Source: an optimization exercise on an open RTL-to-GDS flow (aim: small area, a short achievable clock period and few clock cycles per item). Production flows keep margins and buffers that such runs may drop. Function was checked by simulation only, so behaviour that the tests miss may differ from the original. Power figures rest on the tool's default switching activity, not on a simulated workload.

Setup of job 4295:
## fcodec_rx
module fcodec_rx (
    input  wire        clk,
    input  wire        rst,
    input  wire        host_req,
    input  wire        host_we,
    input  wire [11:0] host_addr,
    input  wire [15:0] host_wdata,
    output wire        host_ack,
    output reg  [15:0] host_rdata,
    input  wire        rx_valid,
    input  wire        rx_fail,
    input  wire [7:0]  rx_data,
    output wire        rx_ready
);
For scale: ~4300 cells after synthesis, about 60 I/O pins, ~0.060 mm^2 of cells after synthesis.
make LEC_CHECK=0 CAP_MARGIN=20 CORE_MARGIN=2 CORE_UTILIZATION=40 CTS_CLUSTER_DIAMETER=80 CTS_CLUSTER_SIZE=28 PLACE_DENSITY=0.5 SETUP_SLACK_MARGIN=5 SLEW_MARGIN=20 finish   # period 10.0 ns
run.sh (not shown) runs the stock make flow with config.mk's settings and CLKGATE_MAP_FILE= SYNTH_SCRIPT=/design/flow/synth_recipe.tcl, a recipe that flattens the netlist after the stock synthesis.
In summary, job 4295 completed successfully, with a layout that passed the timing, design-rule and antenna checks.
Testbench counts of job 4295, summed over its fixed seeds: cycles 83,193, frames 960.
For job 9567, these inputs were changed with respect to job 4295:
# job 4295
export LEC_CHECK = 0
export CAP_MARGIN = 20
export CORE_MARGIN = 2
export CORE_UTILIZATION = 40
export CTS_CLUSTER_DIAMETER = 80
export CTS_CLUSTER_SIZE = 28
export PLACE_DENSITY = 0.5
export SETUP_SLACK_MARGIN = 5
export SLEW_MARGIN = 20
create_clock -name core_clock -period 10.0 [get_ports {clk}]
# job 9567
export LEC_CHECK = 0
export CAP_MARGIN = 20
export CORE_MARGIN = 2
export CORE_UTILIZATION = 40
export PLACE_DENSITY = 0.6
export SETUP_SLACK_MARGIN = 5
export SLEW_MARGIN = 20
create_clock -name core_clock -period 10.0 [get_ports {clk}]
==> flow/flow/run.sh (new file) <==
#!/bin/bash
# Layout: the standard ORFS flow (standard.sh, synthesis included), with
# two changes:
#  - slow wide OR/NOR cells (or3, or4, nor3, nor4 and the 5-input
#    and-or/or-and cells) are added to the platform's don't-use list, so
#    that synthesis and the resizer build the port-to-port logic from
#    faster gates;
#  - clock tree: clkbuf_8 sink buffers in larger sink clusters, no dummy
#    loads.
# ORFS writes each step's log under orfs/logs/; make's own output goes to
# flow_make.log.
set -euo pipefail
export DONT_USE_CELLS="sky130_fd_sc_hd__or4_1 sky130_fd_sc_hd__or4_2 sky130_fd_sc_hd__or4_4 sky130_fd_sc_hd__or4b_1 sky130_fd_sc_hd__or4b_2 sky130_fd_sc_hd__or4b_4 sky130_fd_sc_hd__or4bb_1 sky130_fd_sc_hd__or4bb_2 sky130_fd_sc_hd__or4bb_4 sky130_fd_sc_hd__nor4_1 sky130_fd_sc_hd__nor4_2 sky130_fd_sc_hd__nor4_4 sky130_fd_sc_hd__nor4b_1 sky130_fd_sc_hd__nor4b_2 sky130_fd_sc_hd__nor4b_4 sky130_fd_sc_hd__nor4bb_1 sky130_fd_sc_hd__nor4bb_2 sky130_fd_sc_hd__nor4bb_4 sky130_fd_sc_hd__or3_1 sky130_fd_sc_hd__or3_2 sky130_fd_sc_hd__or3_4 sky130_fd_sc_hd__or3b_1 sky130_fd_sc_hd__or3b_2 sky130_fd_sc_hd__or3b_4 sky130_fd_sc_hd__nor3_1 sky130_fd_sc_hd__nor3_2 sky130_fd_sc_hd__nor3_4 sky130_fd_sc_hd__nor3b_1 sky130_fd_sc_hd__nor3b_2 sky130_fd_sc_hd__nor3b_4 sky130_fd_sc_hd__a2111o_1 sky130_fd_sc_hd__a2111o_2 sky130_fd_sc_hd__a2111o_4 sky130_fd_sc_hd__a2111oi_0 sky130_fd_sc_hd__a2111oi_1 sky130_fd_sc_hd__a2111oi_2 sky130_fd_sc_hd__a2111oi_4 sky130_fd_sc_hd__o2111a_1 sky130_fd_sc_hd__o2111a_2 sky130_fd_sc_hd__o2111a_4 sky130_fd_sc_hd__o2111ai_1 sky130_fd_sc_hd__o2111ai_2 sky130_fd_sc_hd__o2111ai_4 sky130_fd_sc_hd__o41ai_1 sky130_fd_sc_hd__o41ai_2 sky130_fd_sc_hd__o41ai_4 sky130_fd_sc_hd__o41a_1 sky130_fd_sc_hd__o41a_2 sky130_fd_sc_hd__o41a_4"
CTS="-sink_clustering_enable -repair_clock_nets -dont_use_dummy_load"
CTS="$CTS -buf_list sky130_fd_sc_hd__clkbuf_8 -sink_buffer_max_cap_derate 1.0"
CTS="$CTS -sink_clustering_size 18 -sink_clustering_max_diameter 50"
bash standard.sh "CTS_ARGS=$CTS" finish > flow_make.log 2>&1
==> flow/standard.sh (new file) <==
#!/bin/bash
# synth_recipe.tcl (not shown) runs the flow's synth.tcl, then flattens the netlist and writes it again
# the make line also repeats each setting of config.mk as NAME=value (left out here)
make -C /OpenROAD-flow-scripts/flow DESIGN_CONFIG=/design/flow/config.mk WORK_HOME=/design/flow/orfs CLKGATE_MAP_FILE= SYNTH_SCRIPT=/design/flow/synth_recipe.tcl "${@:-finish}"
removed: flow/run.sh
[summary]
Job 9567 packs its core more loosely than job 4295. Compared with job 4295, job 9567 shows total number of nets in the final design higher by about 1%. Re total power: job 4295 was higher than job 9567. Compared with job 4295, the router placed more vias in job 9567. Job 9567: largest voltage drop on the vdd net 0.0085 mV above job 4295. The worst clock skew on the final layout of job 9567 is higher than that of job 4295. Taking job 4295 over job 9567, the non-clock buffer count ratio works out to 1.09. Number of resized instances in the post-cts repair step came out higher on job 9567 than on job 4295.
For job 3178, these inputs were changed with respect to job 9567:
# job 9567
export LEC_CHECK = 0
export CAP_MARGIN = 20
export CORE_MARGIN = 2
export CORE_UTILIZATION = 40
export PLACE_DENSITY = 0.6
export SETUP_SLACK_MARGIN = 5
export SLEW_MARGIN = 20
create_clock -name core_clock -period 10.0 [get_ports {clk}]
# job 3178
export LEC_CHECK = 0
export CAP_MARGIN = 20
export CORE_MARGIN = 2
export CORE_UTILIZATION = 40
export CTS_CLUSTER_DIAMETER = 80
export CTS_CLUSTER_SIZE = 28
export PLACE_DENSITY = 0.6
export SETUP_SLACK_MARGIN = 4.3
export SLEW_MARGIN = 20
create_clock -name core_clock -period 10.0 [get_ports {clk}]
==> flow/run.sh (new file) <==
#!/bin/bash
# synth_recipe.tcl (not shown) runs the flow's synth.tcl, then flattens the netlist and writes it again
# the make line also repeats each setting of config.mk as NAME=value (left out here)
make -C /OpenROAD-flow-scripts/flow DESIGN_CONFIG=/design/flow/config.mk WORK_HOME=/design/flow/orfs CLKGATE_MAP_FILE= SYNTH_SCRIPT=/design/flow/synth_recipe.tcl finish
removed: flow/flow/run.sh
removed: flow/standard.sh
## What came out
Job 3178 went all the way through the flow, and no timing, DRC or antenna check failed.
Job 9567: PASS, flow complete, no timing, DRC or antenna violations
Job 3178 against job 9567: post-layout minimum cycle time moved up; fmax down 4.2%; post-route cell area moved down.
A cell type of the slowest stage on the worst timing path of a31oi_1 is what job 9567 shows, while nor4_4 belongs to job 3178.

static timing again, ports no longer ideal:
The results above use ideal ports. As a check the final layouts listed here were re-extracted and re-timed, cells and wires unchanged. Step 1, drivers: a clkbuf_16 drives clk and a buf_2 each remaining input, both assumed. Step 2 moves the port delays by t, midway between the first and last clock arrival at a register: inputs arrive t later, outputs are due t later. That takes back most of the time a late clock gives input paths. Slacks: ideal / step 1 / step 2; pairs: ideal / step 1.
| run | shift t [ns] | setup WS [ns] | worst setup path at the end | worst data-port slew with drivers (ns) | cell pins on the clock port's net |
|---|---|---|---|---|---|
| job 4295 | 0.791 | 4.673 / 4.617 / 4.234 | input to register | 0.13 | 1 |
| job 9567 | 0.920 | 4.559 / 4.519 / 4.089 | input to register | 0.15 | 1 |
| job 3178 | 0.793 | 4.320 / 4.292 / 3.691 | input to register | 0.09 | 1 |
After both steps every run listed still meets setup and hold. The setup slack of job 3178, which loses most, moves by -0.028 ns with the drivers and by -0.629 ns with both steps.
